Background: an optimization exercise with open tools, aiming at small area, a short achievable clock period and few clock cycles per item. Do not read the settings as production practice.
RTL that was checked went through simulation tests only; none was proved equivalent to the original.
Power figures rest on the tool's default switching activity, not on a simulated workload.

== T ==
==> flow/design.v (excerpt) <==
module vcpu_decoder (
    input  wire        clk,
    input  wire        rst,         
    input  wire [63:0] in_data,
    input  wire [7:0]  in_oob,
    input  wire [3:0]  in_avail,
    output wire [3:0]  in_take,
    output reg         out_valid,
    output reg         out_ok,
    output reg  [2:0]  out_reason,
    output reg  [4:0]  out_len,
    output reg  [7:0]  out_op,
    output reg  [1:0]  out_size,
    output reg         out_dcr,
    output reg         out_scr,
    output reg  [3:0]  out_d_reg,
    output reg  [2:0]  out_d_mode,
    output wire [7:0]  out_d_xb,
    output reg  [63:0] out_d_val,
    output reg  [3:0]  out_s_reg,
    output reg  [2:0]  out_s_mode,
    output wire [7:0]  out_s_xb,
    output reg  [63:0] out_s_val
);
Size in the first run: ~1200 cells after synthesis, ~170 flip-flops, roughly 260 I/O pins, ~0.012 mm2 of cells after synthesis.
==> flow/config.mk <==
export PLATFORM = sky130hd
export DESIGN_NAME = vcpu_decoder
export DESIGN_NICKNAME = vcpu_decoder
export VERILOG_FILES = /design/flow/design.v
export SDC_FILE = /design/flow/constraint.sdc
export NUM_CORES = 4
export LEC_CHECK = 0
export CAP_MARGIN = 20
export CORE_MARGIN = 2
export CORE_UTILIZATION = 30
export SETUP_SLACK_MARGIN = 1.0
export SLEW_MARGIN = 20
==> flow/constraint.sdc <==
create_clock -name core_clock -period 5.0 [get_ports {clk}]
set_input_delay 1.0000 -clock core_clock [delete_from_list [all_inputs] [get_ports {clk}]]
set_output_delay 1.0000 -clock core_clock [all_outputs]
set_load 0.01 [all_outputs]
run.sh (not shown) runs the stock make flow with config.mk's settings and CLKGATE_MAP_FILE= SYNTH_SCRIPT=/design/flow/synth_recipe.tcl, a recipe that flattens the netlist after the stock synthesis.
Testbench counts of T, summed over its fixed seeds: cycles 19,091, insns 13,919.
diff inputs: T => P
--- a/flow/config.mk
+++ b/flow/config.mk
@@ -8,5 +8,4 @@
 export CAP_MARGIN = 20
 export CORE_MARGIN = 2
-export CORE_UTILIZATION = 30
-export SETUP_SLACK_MARGIN = 1.0
+export CORE_UTILIZATION = 40
 export SLEW_MARGIN = 20
==> run summary <==
Of T and P, the run reporting the higher number of placed instances with taps included was T. Compared with T, in P setup slack went down; hold slack now smaller. in_data[17] as the critical path startpoint was reported by P, and in_data[7] by T. Compared with T, P shows a higher final period utilization. Between T and P, the power attributed to the clock group does not differ in any meaningful way. P: number of antenna violations at the first check in global routing is 2 higher than what T reported.


Another version of the RTL of vcpu_decoder (not shown whole).
For scale: ~1,500 cells after synthesis, ~170 flip-flops.
// vcpu_decoder
module vcpu_decoder (
    input  wire        clk,
    input  wire        rst,         
    input  wire [63:0] in_data,
    input  wire [7:0]  in_oob,
    input  wire [3:0]  in_avail,
    output wire [3:0]  in_take,
    output reg         out_valid,
    output reg         out_ok,
    output reg  [2:0]  out_reason,
    output reg  [4:0]  out_len,
    output reg  [7:0]  out_op,
    output reg  [1:0]  out_size,
    output reg         out_dcr,
    output reg         out_scr,
    output reg  [3:0]  out_d_reg,
    output reg  [2:0]  out_d_mode,
    output wire [7:0]  out_d_xb,
    output reg  [63:0] out_d_val,
    output reg  [3:0]  out_s_reg,
    output reg  [2:0]  out_s_mode,
    output wire [7:0]  out_s_xb,
    output reg  [63:0] out_s_val
);
Settings: LEC_CHECK=0, ABC_AREA=1, CAP_MARGIN=20, CORE_MARGIN=2, CORE_UTILIZATION=40, SETUP_SLACK_MARGIN=1.5, SLEW_MARGIN=20; clock period 5.0 ns.
standard.sh (not shown) runs the stock make flow with config.mk's settings and CLKGATE_MAP_FILE= SYNTH_SCRIPT=/design/flow/synth_recipe.tcl, a recipe that flattens the netlist after the stock synthesis.
==> flow/flow/run.sh <==
#!/bin/bash
# The standard layout, with the smallest buffer (buf_1) on every input and
# output port in place of ORFS's default port buffer (clkdlybuf4s50_1); the
# resizer still upsizes any port buffer that timing or slew needs.
set -euo pipefail
export BUFFER_PORTS_ARGS="-buffer_cell sky130_fd_sc_hd__buf_1"
bash standard.sh > standard_flow.log 2>&1
Rerun with:
Settings changed: SETUP_SLACK_MARGIN 1.5 to not set.
The new run went through all stages and came out clean; power shrinks by a few percent; design area went down by roughly a tenth; setup slack degrades by 0.33 ns; critical path depth goes down by 1; clock skew stays flat; clock power fell by a few percent; routed wire length goes down slightly; sequential power hardly moves; combinational power falls by roughly a tenth; register-to-register slack is worse by 0.19 ns.
No run of this note included a check of the RTL's function; only the layout flow was run.

==> what the ideal ports hide <==
No port has a modelled driver above. Below, the same layouts with a new extraction and two added sets of constraints. Step 1 (the two cells are an assumption about what drives the block):
set clk [get_ports {clk}]
set_driving_cell -lib_cell sky130_fd_sc_hd__clkbuf_16 $clk
set_driving_cell -lib_cell sky130_fd_sc_hd__buf_2 [delete_from_list [all_inputs] $clk]
Step 2, shift: input delay + t, output delay - t, t = (earliest + latest rising clock arrival at the registers) / 2. This alone moves slack from input paths to output paths. a / b / c = no drivers / after step 1 / after step 2; a / b = the first two.
run | shift t [ns] | setup WS [ns] | worst hold slack (ns) | worst setup path after step 2 | worst register clock-pin slew, ns
T | 0.513 | 0.243 / 0.201 / -0.039 | 0.601 / 0.601 / 0.601 | input to register | 0.08 / 0.08
P | 0.499 | 0.084 / 0.056 / -0.319 | 0.505 / 0.505 / 0.505 | input to register | 0.09 / 0.09
the first run of note 2 | 0.504 | 0.610 / 0.558 / 0.229 | 0.467 / 0.467 / 0.467 | input to register | 0.09 / 0.09
the second run of note 2 | 0.486 | 0.282 / 0.259 / 0.259 | 0.463 / 0.463 / 0.463 | input to output | 0.09 / 0.09
Met with ideal ports but missed after step 2: setup timing in T and P. The setup slack of P, which loses most, moves by -0.028 ns with the drivers and by -0.403 ns with both steps.
